What follows belongs to an exercise in optimizing a design on an open flow for small area, a short achievable clock period and few clock cycles per item; a production flow would make more cautious choices.
Only simulation tests tie the RTL to the original design; equivalence was not proved.

==> flow/design.v (outline; a module is shown in full before it is edited, if it fits) <==
// module fix_rnd24: 28 lines
// module fix_to_f32: 23 lines
// module fix_y_to_f32: 15 lines
// module fp32_kround: 33 lines
// module kp_395: 671 lines
// module kp_581: 790 lines
// module kpm_1: 1085 lines
// module kpm_2: 1129 lines
// module kp_299: 192 lines
// module kp_587: 184 lines
// module kp_114: 232 lines
// module fp32_add: 70 lines
// module fp32_subh: 66 lines
// module rca: 20 lines
// module csc_clip16: 22 lines
// module fwd_dr: 266 lines
// module fwd_dg: 266 lines
// module fwd_db: 266 lines
// module fwd_s1: 547 lines
// module fwd_s2: 406 lines
// module csc_fwd: 24 lines
// module fix_s36_to_f32: 9 lines
// module csc_inv_b: 24 lines
// module csc_inv: 25 lines
// module csc_top: 130 lines
module csc_top (
    input  wire        clk,
    input  wire        rst,
    input  wire        in_valid,
    output wire        in_ready,
    input  wire        in_mode,      
    input  wire [31:0] in_c0,
    input  wire [31:0] in_c1,
    input  wire [31:0] in_c2,
    input  wire [15:0] in_alpha,
    output reg         out_valid,
    input  wire        out_ready,
    output reg         out_mode,
    output reg  [31:0] out_c0,
    output reg  [31:0] out_c1,
    output reg  [31:0] out_c2,
    output reg  [15:0] out_alpha
);
  // ...
==> flow/run.sh <==
#!/bin/bash
# synth_recipe.tcl (not shown) runs the flow's synth.tcl, then flattens the netlist and writes it again
# the make line also repeats each setting of config.mk as NAME=value (left out here)
make -C /OpenROAD-flow-scripts/flow DESIGN_CONFIG=/design/flow/config.mk WORK_HOME=/design/flow/orfs CLKGATE_MAP_FILE= SYNTH_SCRIPT=/design/flow/synth_recipe.tcl finish
==> flow/config.mk <==
export PLATFORM = sky130hd
export DESIGN_NAME = csc_top
export DESIGN_NICKNAME = csc_top
export VERILOG_FILES = /design/flow/design.v
export SDC_FILE = /design/flow/constraint.sdc
export NUM_CORES = 4
export LEC_CHECK = 0
export ABC_AREA = 1
export CAP_MARGIN = 20
export CORE_MARGIN = 2
export CORE_UTILIZATION = 60
export PLACE_DENSITY = 0.75
export SLEW_MARGIN = 20
==> flow/constraint.sdc <==
create_clock -name core_clock -period 160.0 [get_ports {clk}]
set_input_delay 32.0000 -clock core_clock [delete_from_list [all_inputs] [get_ports {clk}]]
set_output_delay 32.0000 -clock core_clock [all_outputs]
set_load 0.01 [all_outputs]
==> results by group, run 1 <==
Layout
  – Most frequent cells in the layout: nand2_1, inv_1, nand3_1, nor2_1, o21ai_0
  – Reg area: 17900 um^2
  – Fraction of area in multi-input gates: 0.697
  – Clock buf/inv share: 0.0195
  – Multi-input gate area: 93300 um^2
  – Design area: 134000 um^2
  – Largest class: multi-input combinational cells

Floorplanning
  – Initial Util: 0.604
  – # IOs: 232
  – Die area: 215000 um^2
  – Num rows: 168
  – DIE HEIGHT: 464 um
  – Die W: 464 um

Synth
  – Synth area leader: nand2_1
  – Post-synthesis adder-cell area fraction: 0.219
  – Dominant synthesized flop cell: edfxtp_1
  – Post-Synth XOR/XNOR Area: 0.0431
  – EDFF count, synth: 515
  – Main combinational cell family by area after synthesis: simple AND/OR/NAND/NOR gates

STA
  – Clock Skews: 0.0527 ns
  – Rel. slew slack: 0.238
  – Fin. max-slew vios: 0

Clock network
  – Post-CTS sizing: 0
  – CTS tree: yes
  – # hold bufs at CTS: 0
  – CTS H-tree lvls: 3
  – Setup bufs post-CTS: 0

Run status
  – Outcome: complete, no violations

Hold path
  – Worst Hold Class: register to register

Critical path
  – R2R Setup Slk: 128.47 ns
  – CP arrival: 1.82 ns
  – Worst reg2reg path depth: 143
  – Kind of critical path: register to primary output

GRT
  – Largest net degree at the start of global routing: 127
  – GR peak layer: met2

Drt
  – 1st-iter DRT viols: 15200
  – Router iterations before antenna repair: 10
  – Residual DRC: 0
  – Routed vias: 134000
Testbench counts, summed over its fixed seeds: cycles 16,416, items 16,384.
==> module csc_inv_b, before the edit <==
module csc_inv_b (
    input  wire        mode,
    input  wire [31:0] s1,
    input  wire [31:0] s2,
    input  wire [31:0] s3,
    output wire [31:0] m1,
    output wire [31:0] m2,
    output wire [31:0] m4,
    output wire [31:0] gt
);
    wire [47:0] p1, p2, p3, p4;
    kpm_1  u_p1 (.sel(mode), .x({1'b1, s3[22:0]}), .p(p1));       
    kpm_2  u_p2 (.sel(mode), .x({1'b1, s2[22:0]}), .p(p2));       
    kp_395 u_p3 (.x({1'b1, s2[22:0]}), .p(p3));
    kp_581 u_p4 (.x({1'b1, s3[22:0]}), .p(p4));
    wire [31:0] m3;
    fp32_kround u_m1 (.ek(mode ? 8'd127 : 8'd126), .tzk(mode ? 2'd0 : 2'd1),
                      .x(s3), .p(p1), .y(m1));
    fp32_kround u_m2 (.ek(mode ? 8'd128 : 8'd125), .tzk(mode ? 2'd1 : 2'd0),
                      .x(s2), .p(p2), .y(m2));
    fp32_kround u_m3 (.ek(8'd125), .tzk(2'd0), .x(s2), .p(p3), .y(m3));
    fp32_kround u_m4 (.ek(8'd126), .tzk(2'd1), .x(s3), .p(p4), .y(m4));
    fp32_add #(.RIPPLE(0)) u_gt (.a(s1), .b({~m3[31], m3[30:0]}), .y(gt));
endmodule
==> inputs of run 2 (changes only) <==
--- a/flow/design.v
+++ b/flow/design.v
@@ -6366,3 +6366,3 @@
     fp32_kround u_m4 (.ek(8'd126), .tzk(2'd1), .x(s3), .p(p4), .y(m4));
-    fp32_add #(.RIPPLE(0)) u_gt (.a(s1), .b({~m3[31], m3[30:0]}), .y(gt));
+    fp32_add #(.RIPPLE(1)) u_gt (.a(s1), .b({~m3[31], m3[30:0]}), .y(gt));
 endmodule
==> results by group, run 2 <==
Run status
  – Outcome: complete, no violations

Hold path
  – Hold Crit Depth: 0
  – WHS Endpoint: b_al[8]
  – Hold path startpoint: a_al[8]
  – Worst Hold Class: register to register

Synth
  – Top cells by area, synth: nand2_1, fa_1, edfxtp_1
  – Post-synthesis register bit count: 634
  – Syn avg cell area: 6.37 um^2
  – Distinct cell type count after synthesis: 99
  – Most frequent cell after synthesis: nand2_1
  – Post-synthesis cell area: 127000 um^2
  – Synth top area share: 0.159
  – Synth area leader: nand2_1
  – Async SR Flop Fraction: 0
  – Dominant synthesized flop cell: edfxtp_1
  – Sequential fraction of the synthesis area: 0.141
  – Cells after synthesis: 19900
  – EDFF count, synth: 515 (unchanged)
  – Synthesis Warnings: 9
  – Post-synth top cells: nand2_1, inv_1, nand3_1, nor2_1, o21ai_0

Drt
  – Post-DRT Antenna Nets: 0
  – Residual DRC: 0 (unchanged)
  – Vias per Instance: 5.90
  – Router iterations before antenna repair: 13 (+3)
  – 1st-iter DRT viols: 15700 (+3.2%)
  – Final WL: 458 mm
  – Wirelength per Cell: 20.2 um
  – Metal2 WL: 205 mm
  – Routed vias: 134000 (-0.41%)
  – Top sig layer: met5
  – M1 wire length: 175 mm
  – DR WL met3: 41.5 mm

Critical path
  – Worst path slowest cell: clkdlybuf4s50_1
  – R2R Setup Slk: 128.14 ns (-0.33 ns)
  – Worst path bufs/invs: 1
  – Startpoint Class: register
  – CP endpoint kind: primary output
  – Setup crit start: out_c2[28]
  – Worst reg2reg path depth: 135 (-5.6%)
  – Crit-path cells: clkdlybuf4s50_1
  – CP top delay family: buffers and inverters
  – Kind of critical path: register to primary output
  – CP arrival: 1.71 ns (-0.11 ns)
  – CP max FO: 1
  – CP required: 128.00 ns
  – Critical Path Max Stage Delay: 0.59 ns
  – Reg-to-Reg Start: b_s2[6]
  – Reg-to-reg endpoint: c_gt[13]

Clock network
  – Num Clock Sinks: 634
  – Setup bufs post-CTS: 0 (unchanged)
  – CTS H-tree lvls: 3 (unchanged)
  – Reg clk slew, reported paths: 0.06 ns
  – Root Buffer: clkbuf_16
  – Post-CTS sizing: 0 (unchanged)
  – Max Buffers Root-to-Sink: 3
  – Clock latency on the worst-skew pair: 0.75 ns
  – CTS buffer count: 74
  – # hold bufs at CTS: 0 (unchanged)
  – CTS tree: yes

Layout
  – Area Overhead vs Synth: 5.43%
  – Share of layout cells above drive strength 1: 0.0387
  – Most common cell after layout, fill and taps aside: nand2_1
  – Fillers: 20400
  – Most frequent cells in the layout: nand2_1, inv_1, nand3_1, nor2_1, o21ai_0
  – Final Util: 0.637
  – Fin nets: 21600
  – Fin cells: 22600

GRT
  – Global-route wire length before repair: 700 mm
  – Antenna violations before repair: 18
  – Total track usage: 0.414
  – Number of global-route vias before repair: 123000
  – Largest net degree at the start of global routing: 196 (+54%)
  – Grt ovf: 0

Placement
  – Placed Instances: 22500
  – IO Port Bufs: 231
  – RD Place Congestion: 1.10
  – DP HPWL: 376 mm

Floorplanning
  – Die W: 464 um (about the same)
  – Initial Util: 0.604 (about the same)
  – Die area: 215000 um^2 (about the same)
  – Num rows: 168 (unchanged)
  – DIE HEIGHT: 464 um (about the same)
  – # IOs: 232 (unchanged)
  – Core Footprint: 210000 um^2

STA
  – WHS: 0.419 ns
  – Fin. Hold Viols: 0
  – Setup violators final: 0
  – Unrepaired setup endpoints after global routing: no
  – Fin. max-slew vios: 0 (unchanged)
  – Clock Skews: 0.0364 ns (-0.0163 ns)
  – Worst slew pin tran: 1.24 ns
  – Rel. slew slack: 0.162 (-0.0763)
  – Min Tclk post-route: 33.71 ns
  – Setup TNS Final: 0 ns
  – Fmax achieved: 29.7 MHz
  – Final period util: 0.211

Flow run
  – Max Cap Viol: 0
## run 2: metal layers
metal | global-route usage | vias to the layer above
li1 | - | 64000
met1 | 0.512 | 61200
met2 | 0.665 | 6881
met3 | 0.0691 | 1499
met4 | 0.273 | 12
met5 | 0 | -
## run 2: kinds of logic after synthesis
| logic type | after synthesis | share of synthesized area |
|---|---|---|
| AND/OR/NAND/NOR | 9992 | 0.337 |
| buffers and inverters | 3980 | 0.123 |
| AO/OA/AOI/OAI | 2964 | 0.134 |
| adder cells (fa/ha/maj) | 1687 | 0.220 |
| flip-flops | 634 | 0.141 |
| XOR/XNOR | 615 | 0.0428 |
| multiplexers | 32 | 0.00254 |
| other | 1 | 0.0000296 |
## run 2: worst max path at each step
stage	to	slack, ns	cells after the start
finish	out_c2[28]	126.29	1
global route	c_gt[0]	125.74	135
CTS	out_c2[28]	126.24	1
detailed placement	out_c0[18]	125.78	4
global placement	out_c0[18]	125.85	4
floorplan	out_alpha[0]	125.30	2
## run 2: through the flow
step,area (um^2),setup WS [ns]
floorplan,127000,125.30
global placement,131000,125.85
detailed placement,131000,125.78
CTS,134000,126.24
global route,134000,125.74
finish,134000,126.29
## run 2: cell type report
class                   count  area, um^2  area share
repair buffers            397        3600      0.0269
flip-flops and latches    634       17900       0.134
clock inverters            46         582     0.00435
clock buffers              90        1970      0.0148
inverters                3374       12700      0.0949
multi-input cells       15300       93500       0.699
well taps                2805        3510      0.0263
diodes                      6        15.0    0.000112
Testbench counts of run 2, summed over its fixed seeds: cycles 16,416, items 16,384.
==> inputs of run 3 (changes only) <==
==> flow/flow/run.sh (new file) <==
#!/bin/bash
# The standard layout (standard.sh: its synthesis and every ORFS step
# unchanged), with one difference: the buffer that ORFS's buffer_ports puts on
# every input and output port is a sky130_fd_sc_hd__buf_2 cell instead of its
# default choice, the delay cell clkdlybuf4s50_1. Each tool's full log stays in
# orfs/logs/ as ORFS writes it; make's own output goes to standard.log here.
set -euo pipefail
export BUFFER_PORTS_ARGS="-buffer_cell sky130_fd_sc_hd__buf_2"
bash standard.sh > standard.log 2>&1
==> flow/standard.sh (new file) <==
#!/bin/bash
# synth_recipe.tcl (not shown) runs the flow's synth.tcl, then flattens the netlist and writes it again
# the make line also repeats each setting of config.mk as NAME=value (left out here)
make -C /OpenROAD-flow-scripts/flow DESIGN_CONFIG=/design/flow/config.mk WORK_HOME=/design/flow/orfs CLKGATE_MAP_FILE= SYNTH_SCRIPT=/design/flow/synth_recipe.tcl "${@:-finish}"
removed: flow/run.sh
==> results by group, run 3 <==
Run status
  – Outcome: complete, no violations

Synth
  – Distinct cell type count after synthesis: 99 (unchanged)
  – Mux share of post-synthesis cell area: 0.00254 (unchanged)
  – Post-synthesis cell area: 127000 um^2 (unchanged)
  – Syn avg cell area: 6.37 um^2 (unchanged)
  – Most frequent cell after synthesis: nand2_1
  – EDFF count, synth: 515 (unchanged)
  – Synthesis Warnings: 9 (unchanged)
  – Sequential fraction of the synthesis area: 0.141 (unchanged)
  – Async SR Flop Fraction: 0 (unchanged)
  – Compound-cell area share of the yosys netlist: 0.134 (unchanged)
  – Cells after synthesis: 19900 (unchanged)
  – Synth area leader: nand2_1
  – Dominant synthesized flop cell: edfxtp_1
  – Post-synthesis register bit count: 634 (unchanged)
  – Post-synthesis adder-cell area fraction: 0.220 (unchanged)
  – Top cells by area, synth: nand2_1, fa_1, edfxtp_1
  – Post-synth top cells: nand2_1, inv_1, nand3_1, nor2_1, o21ai_0
  – Synth top area share: 0.159 (unchanged)
  – Main combinational cell family by area after synthesis: simple AND/OR/NAND/NOR gates
  – Post-Synth Simple-Gate Area: 0.337 (unchanged)
  – Post-Synth XOR/XNOR Area: 0.0428 (unchanged)

Layout
  – Fillers: 20200 (-0.92%)
  – Fin nets: 21600 (+0.056%)
  – Fin cells: 22700 (+0.049%)
  – Share of layout cells above drive strength 1: 0.0512 (+0.0126)
  – Area Overhead vs Synth: 4.51%
  – Design area: 133000 um^2 (-0.88%)
  – Most common cell after layout, fill and taps aside: nand2_1
  – Most frequent cells in the layout: nand2_1, inv_1, nand3_1, nor2_1, o21ai_0

Floorplanning
  – Core Footprint: 210000 um^2 (unchanged)
  – # IOs: 232 (unchanged)
  – Die W: 464 um (unchanged)
  – Initial Util: 0.604 (unchanged)
  – Die area: 215000 um^2 (unchanged)
  – DIE HEIGHT: 464 um (unchanged)
  – Num rows: 168 (unchanged)

Clock network
  – Root Buffer: clkbuf_16
  – Post-CTS sizing: 0 (unchanged)
  – Clock latency on the worst-skew pair: 0.77 ns (+0.02 ns)
  – # hold bufs at CTS: 0 (unchanged)
  – Reg clk slew, reported paths: 0.06 ns (about the same)
  – CTS buffer count: 72 (-2.7%)
  – Max Buffers Root-to-Sink: 3 (unchanged)
  – CTS tree: yes
  – Setup bufs post-CTS: 0 (unchanged)
  – Num Clock Sinks: 634 (unchanged)
  – CTS H-tree lvls: 3 (unchanged)

Drt
  – Vias per Instance: 5.90 (about the same)
  – Final WL: 464 mm (+1.5%)
  – Post-DRT Antenna Nets: 0 (unchanged)
  – Router iterations before antenna repair: 9 (-4)
  – Residual DRC: 0 (unchanged)
  – Wirelength per Cell: 20.5 um (+1.4%)
  – 1st-iter DRT viols: 16400 (+4.5%)
  – Routed vias: 134000 (+0.14%)

STA
  – Final period util: 0.208 (-0.00247)
  – Fmax achieved: 30.0 MHz (+1.2%)
  – Setup violators final: 0 (unchanged)
  – Setup TNS Final: 0 ns (unchanged)
  – Clock Skews: 0.0599 ns (+0.0235 ns)
  – Rel. slew slack: 0.203 (+0.0414)
  – Unrepaired setup endpoints after global routing: no
  – Fin. Hold Viols: 0 (unchanged)
  – Min Tclk post-route: 33.32 ns (-0.395 ns)
  – Worst slew pin tran: 1.18 ns (-0.0615 ns)
  – Fin. max-slew vios: 0 (unchanged)

Critical path
  – Startpoint Class: register
  – Setup crit end: out_c1[9]
  – CP arrival: 1.31 ns (-0.40 ns)
  – CP max FO: 1 (unchanged)
  – CP required: 128.00 ns (about the same)
  – CP endpoint kind: primary output
  – Worst reg2reg path depth: 133 (-1.5%)
  – Worst path slowest cell: edfxtp_1
  – Reg-to-reg endpoint: c_gt[0]
  – Crit-path cells: buf_2
  – R2R Setup Slk: 128.21 ns (+0.07 ns)
  – CP Depth: 1 (unchanged)
  – Reg-to-Reg Start: b_s2[5]
  – Kind of critical path: register to primary output
  – Setup crit start: out_c1[9]
  – CP top delay family: flip-flops
  – Critical Path Max Stage Delay: 0.39 ns (-0.20 ns)
  – Worst path bufs/invs: 1 (unchanged)

GRT
  – Number of global-route vias before repair: 124000 (+0.99%)
  – Largest net degree at the start of global routing: 147 (-25%)
  – Global-route wire length before repair: 708 mm (+1.2%)
  – Total track usage: 0.420 (+0.00637)
  – Grt ovf: 0 (unchanged)
  – Antenna violations before repair: 15 (-3)

Flow run
  – Max Cap Viol: 0 (unchanged)

Placement
  – Placed cell area: 130000 um^2 (-0.82%)
  – RD Place Congestion: 1.09 (-0.99%)
  – IO Port Bufs: 231 (unchanged)
  – Placed Instances: 22500 (+0.058%)
  – DP HPWL: 381 mm (+1.3%)

Hold path
  – Worst Hold Class: register to register
[run 3: changes by cell type in the layout (fill, tap and decap cells not counted), moves of 5 or more]
cell and delta:
clkbuf_8 +6, clkdlybuf4s50_1 -231, bufinv_16 -5, clkbuf_1 -7, buf_2 +231, buf_4 +16
[run 3: final cells by class]
type,count,area [um^2],area share
diodes,8,20.0,0.000151
clock buffers,86,1940,0.0146
clock inverters,45,509,0.00384
inverters,3374,12700,0.0957
multi-input cells,15300,93500,0.705
flip-flops and latches,634,17900,0.135
well taps,2805,3510,0.0265
repair buffers,411,2520,0.0190
[run 3: kinds of logic after synthesis]
group	count (synthesis)
other	1
buffers and inverters	3980
xor gates and xnor gates	615
and+or+nand+nor	9992
AOI/OAI and AO/OA	2964
DFF	634
adders and majority gates	1687
muxes	32
[run 3: metal layers]
layer	up-vias	part of all wire	global-route usage	wire length, um
li1	64000	-	-	-
met1	61100	0.38	0.519	177000
met2	7057	0.45	0.676	208000
met3	1562	0.091	0.0662	42100
met4	4	0.080	0.284	37400
met5	-	0.000056	0	26
[run 3: worst min path at each step]
stage / start / end / slack [ns] / depth (start not counted)
floorplan: a_al[0] / b_al[0] / 0.40 / 0
global placement: b_al[8] / c_al[8] / 0.40 / 0
detailed placement: b_al[9] / c_al[9] / 0.41 / 0
CTS: b_al[10] / c_al[10] / 0.42 / 0
global route: b_al[10] / c_al[10] / 0.42 / 0
finish: b_al[10] / c_al[10] / 0.42 / 0
[run 3: per-stage QoR]
step / worst slack, ns / utilization / hold WS [ns]
after global placement: 126.25 / 0.620 / 0.401
after global routing: 125.44 / 0.632 / 0.423
final: 126.69 / 0.632 / 0.418
after floorplan: 125.30 / - / 0.400
after CTS: 126.64 / 0.632 / 0.416
after detailed placement: 126.21 / 0.620 / 0.405
==> inputs of run 4 (changes only) <==
--- a/flow/design.v
+++ b/flow/design.v
@@ -6366,3 +6366,3 @@
     fp32_kround u_m4 (.ek(8'd126), .tzk(2'd1), .x(s3), .p(p4), .y(m4));
-    fp32_add #(.RIPPLE(1)) u_gt (.a(s1), .b({~m3[31], m3[30:0]}), .y(gt));
+    fp32_add #(.RIPPLE(0)) u_gt (.a(s1), .b({~m3[31], m3[30:0]}), .y(gt));
 endmodule
==> results by group, run 4 <==
STA
  – Fin. max-slew vios: 0 (unchanged)
  – Clock Skews: 0.0588 ns (-0.00103 ns)
  – Fin. Hold Viols: 0 (unchanged)
  – WHS: 0.414 ns (-0.00369 ns)
  – Setup violators final: 0 (unchanged)
  – Worst slew pin tran: 1.27 ns (+0.0877 ns)
  – Setup TNS Final: 0 ns (unchanged)
  – Setup slack after layout: 126.70 ns (+0.0150 ns)
  – Min Tclk post-route: 33.30 ns (-0.0150 ns)
  – Final period util: 0.208 (about the same)
  – Unrepaired setup endpoints after global routing: no
  – Fmax achieved: 30.0 MHz (about the same)
  – Rel. slew slack: 0.150 (-0.0533)

Clock network
  – CTS buffer count: 72 (unchanged)
  – Reg clk slew, reported paths: 0.06 ns (about the same)
  – Root Buffer: clkbuf_16
  – Num Clock Sinks: 634 (unchanged)
  – Max Buffers Root-to-Sink: 3 (unchanged)
  – Clock latency on the worst-skew pair: 0.77 ns (about the same)
  – Setup bufs post-CTS: 0 (unchanged)
  – # hold bufs at CTS: 0 (unchanged)
  – CTS tree: yes
  – Post-CTS sizing: 0 (unchanged)
  – CTS H-tree lvls: 3 (unchanged)

Synth
  – Post-Synth XOR/XNOR Area: 0.0431 (+0.000239)
  – Post-synthesis register bit count: 634 (unchanged)
  – Cells after synthesis: 20100 (+1.0%)
  – Dominant synthesized flop cell: edfxtp_1
  – Distinct cell type count after synthesis: 93 (-6.1%)
  – Synth top area share: 0.161 (+0.00222)
  – EDFF count, synth: 515 (unchanged)
  – Most frequent cell after synthesis: nand2_1
  – Sequential fraction of the synthesis area: 0.141 (about the same)
  – Post-synthesis cell area: 127000 um^2 (about the same)
  – Post-synthesis adder-cell area fraction: 0.219 (-0.00136)
  – Main combinational cell family by area after synthesis: simple AND/OR/NAND/NOR gates
  – Syn avg cell area: 6.30 um^2 (-1.1%)
  – Top cells by area, synth: nand2_1, fa_1, edfxtp_1
  – Post-synth top cells: nand2_1, inv_1, nand3_1, nor2_1, o21ai_0
  – Compound-cell area share of the yosys netlist: 0.138 (+0.00428)
  – Mux share of post-synthesis cell area: 0.00237 (-0.000166)
  – Async SR Flop Fraction: 0 (unchanged)
  – Synth area leader: nand2_1
  – Synthesis Warnings: 10 (+1)
  – Post-Synth Simple-Gate Area: 0.334 (-0.00344)

Layout
  – Area Overhead vs Synth: 4.77%
  – Fillers: 20700 (+2.6%)
  – Fin nets: 21800 (+0.95%)
  – Most frequent cells in the layout: nand2_1, inv_1, nand3_1, nor2_1, o21ai_0
  – Most common cell after layout, fill and taps aside: nand2_1
  – Share of layout cells above drive strength 1: 0.0428 (-0.00846)

Critical path
  – CP endpoint kind: primary output
  – Reg-to-reg endpoint: out_c2[5]
  – Crit-path cells: buf_2
  – CP max FO: 1 (unchanged)
  – CP top delay family: flip-flops
  – Reg-to-Reg Start: c_mode
  – Worst path bufs/invs: 1 (unchanged)
  – CP arrival: 1.30 ns (about the same)
  – Worst path slowest cell: edfxtp_1
  – Critical Path Max Stage Delay: 0.40 ns (about the same)
  – R2R Setup Slk: 129.06 ns (+0.85 ns)
  – Startpoint Class: register
  – CP Depth: 1 (unchanged)
  – Setup crit start: out_c0[4]
  – Kind of critical path: register to primary output
  – Worst reg2reg path depth: 143 (+7.5%)
  – CP required: 128.00 ns (about the same)
  – Setup crit end: out_c0[4]

Placement
  – IO Port Bufs: 231 (unchanged)
  – DP HPWL: 365 mm (-4.1%)
  – RD Place Congestion: 1.08 (-1.0%)
  – DP Worst Slack: 126.21 ns (unchanged)

GRT
  – Antenna violations before repair: 20 (+5)
  – Number of global-route vias before repair: 124000 (-0.42%)
  – Largest net degree at the start of global routing: 151 (+2.7%)
  – M3 GR Usage: 0.0607 (-0.00548)
  – Total track usage: 0.399 (-0.0205)
  – GR peak layer: met2
  – GR Util met2: 0.643 (-0.0333)
  – Met1 Use GR: 0.513 (-0.00606)
  – Grt ovf: 0 (unchanged)
  – Global-route wire length before repair: 684 mm (-3.4%)

Drt
  – Routed vias: 134000 (+0.17%)
  – Wirelength per Cell: 19.4 um (-5.5%)
  – Final WL: 443 mm (-4.7%)
  – Residual DRC: 0 (unchanged)
  – 1st-iter DRT viols: 15500 (-5.8%)
  – Router iterations before antenna repair: 12 (+3)
  – Post-DRT Antenna Nets: 0 (unchanged)
  – Vias per Instance: 5.86 (-0.74%)

Flow run
  – Max Cap Viol: 0 (unchanged)

Floorplanning
  – Die W: 464 um (about the same)
  – Die area: 215000 um^2 (about the same)
  – DIE HEIGHT: 464 um (about the same)
  – Core Footprint: 210000 um^2 (unchanged)
  – Initial Util: 0.604 (about the same)
  – Num rows: 168 (unchanged)
  – # IOs: 232 (unchanged)

Run status
  – Outcome: complete, no violations

Hold path
  – Worst Hold Class: register to register
==> run 4: cell types whose count changed in the layout (fill, tap and decap cells not counted), moves of 23 or more <==
cell,delta
nor2_1,+45
fa_1,-24
inv_1,+144
inv_2,-43
nand2_1,+69
nand4_1,+63
nor2_2,-35
o21ai_1,-71
a21oi_1,+40
o21ai_0,+133
ha_1,+23
nand3_1,-64
==> run 4: layout make-up <==
cell class | instances | area, um^2 | share of cell area
clock inverters | 54 | 589 | 0.00444
well taps | 2805 | 3510 | 0.0264
flip-flops and latches | 634 | 17900 | 0.134
inverters | 3469 | 13000 | 0.0982
multi-input cells | 15400 | 93300 | 0.703
diodes | 7 | 17.5 | 0.000132
clock buffers | 79 | 1880 | 0.0142
repair buffers | 410 | 2520 | 0.0190
==> run 4: worst min path at each step <==
stage                         from  endpoint  cells past startpoint
final                      b_al[6]   c_al[6]                      0
after global routing       b_al[8]   c_al[8]                      0
after CTS                  b_al[6]   c_al[6]                      0
after detailed placement  b_al[11]  c_al[11]                      0
after global placement     b_al[5]   c_al[5]                      0
after floorplan            a_al[0]   b_al[0]                      0
==> run 4: worst reg2reg max path, delay by kind of cell (launching register included) <==
family | cells | cell delay, ns
AO/OA/AOI/OAI | 26 | 5.18
XOR/XNOR | 2 | 0.87
adder cells (fa/ha/maj) | 33 | 11.03
buffers and inverters | 25 | 3.49
flip-flops | 1 | 0.33
AND/OR/NAND/NOR | 57 | 9.85
==> run 4: metrics by stage <==
| stage | utilization | area [um^2] | std cells |
|---|---|---|---|
| 2_1_floorplan | - | 127000 | 20100 |
| 3_3_place_gp | 0.621 | 130000 | 22700 |
| 5_1_grt | 0.633 | 133000 | 22900 |
| 6_report | 0.633 | 133000 | 22900 |
| 4_1_cts | 0.633 | 133000 | 22900 |
| 3_5_place_dp | 0.621 | 130000 | 22700 |
==> run 4: per-layer routing <==
metal	share of wire	vias to the layer above
li1	-	64700
met1	0.40	61400
met2	0.45	6491
met3	0.088	1346
met4	0.065	10
met5	0.00016	-
==> run 4: cell families (layout without fill, tap and decap cells) <==
kind of cell,after synthesis,count (layout)
other,1,11
and+or+nand+nor,9993,9993
xor gates and xnor gates,618,618
muxes,30,30
buffers and inverters,4076,4012
DFF,634,634
AOI/OAI and AO/OA,3076,3076
adders and majority gates,1686,1686
Testbench counts of run 4, summed over its fixed seeds: cycles 16,416, items 16,384.

-- re-timing with driven ports --
No port has a modelled driver above. Below, the same layouts with a new extraction and two added sets of constraints.
Step 1 sets driving cells, clkbuf_16 on the clock port and buf_2 on the other inputs (assumed; they add their load-dependent delay and slew).
Step 2 adds t to the input delays and takes it off the output delays; t is the mean of the earliest and latest rising clock arrival at the registers after step 1. Input paths then give back, and output paths get back, about the clock's delay inside the block.
a / b / c = no drivers / after step 1 / after step 2; a / b = the first two.
run	t, ns	slack for setup (ns)	cell pins on the clock port's net
run 1	0.839	126.179 / 126.083 / 125.720	1
run 2	0.837	126.290 / 126.190 / 125.738	1
run 3	0.837	126.685 / 126.589 / 126.139	1
run 4	0.845	126.700 / 126.593 / 126.166	1
After both steps setup and hold are still met in every run listed. For run 2, which loses most, drivers alone change the setup slack by -0.100 ns; drivers and shift together by -0.552 ns.
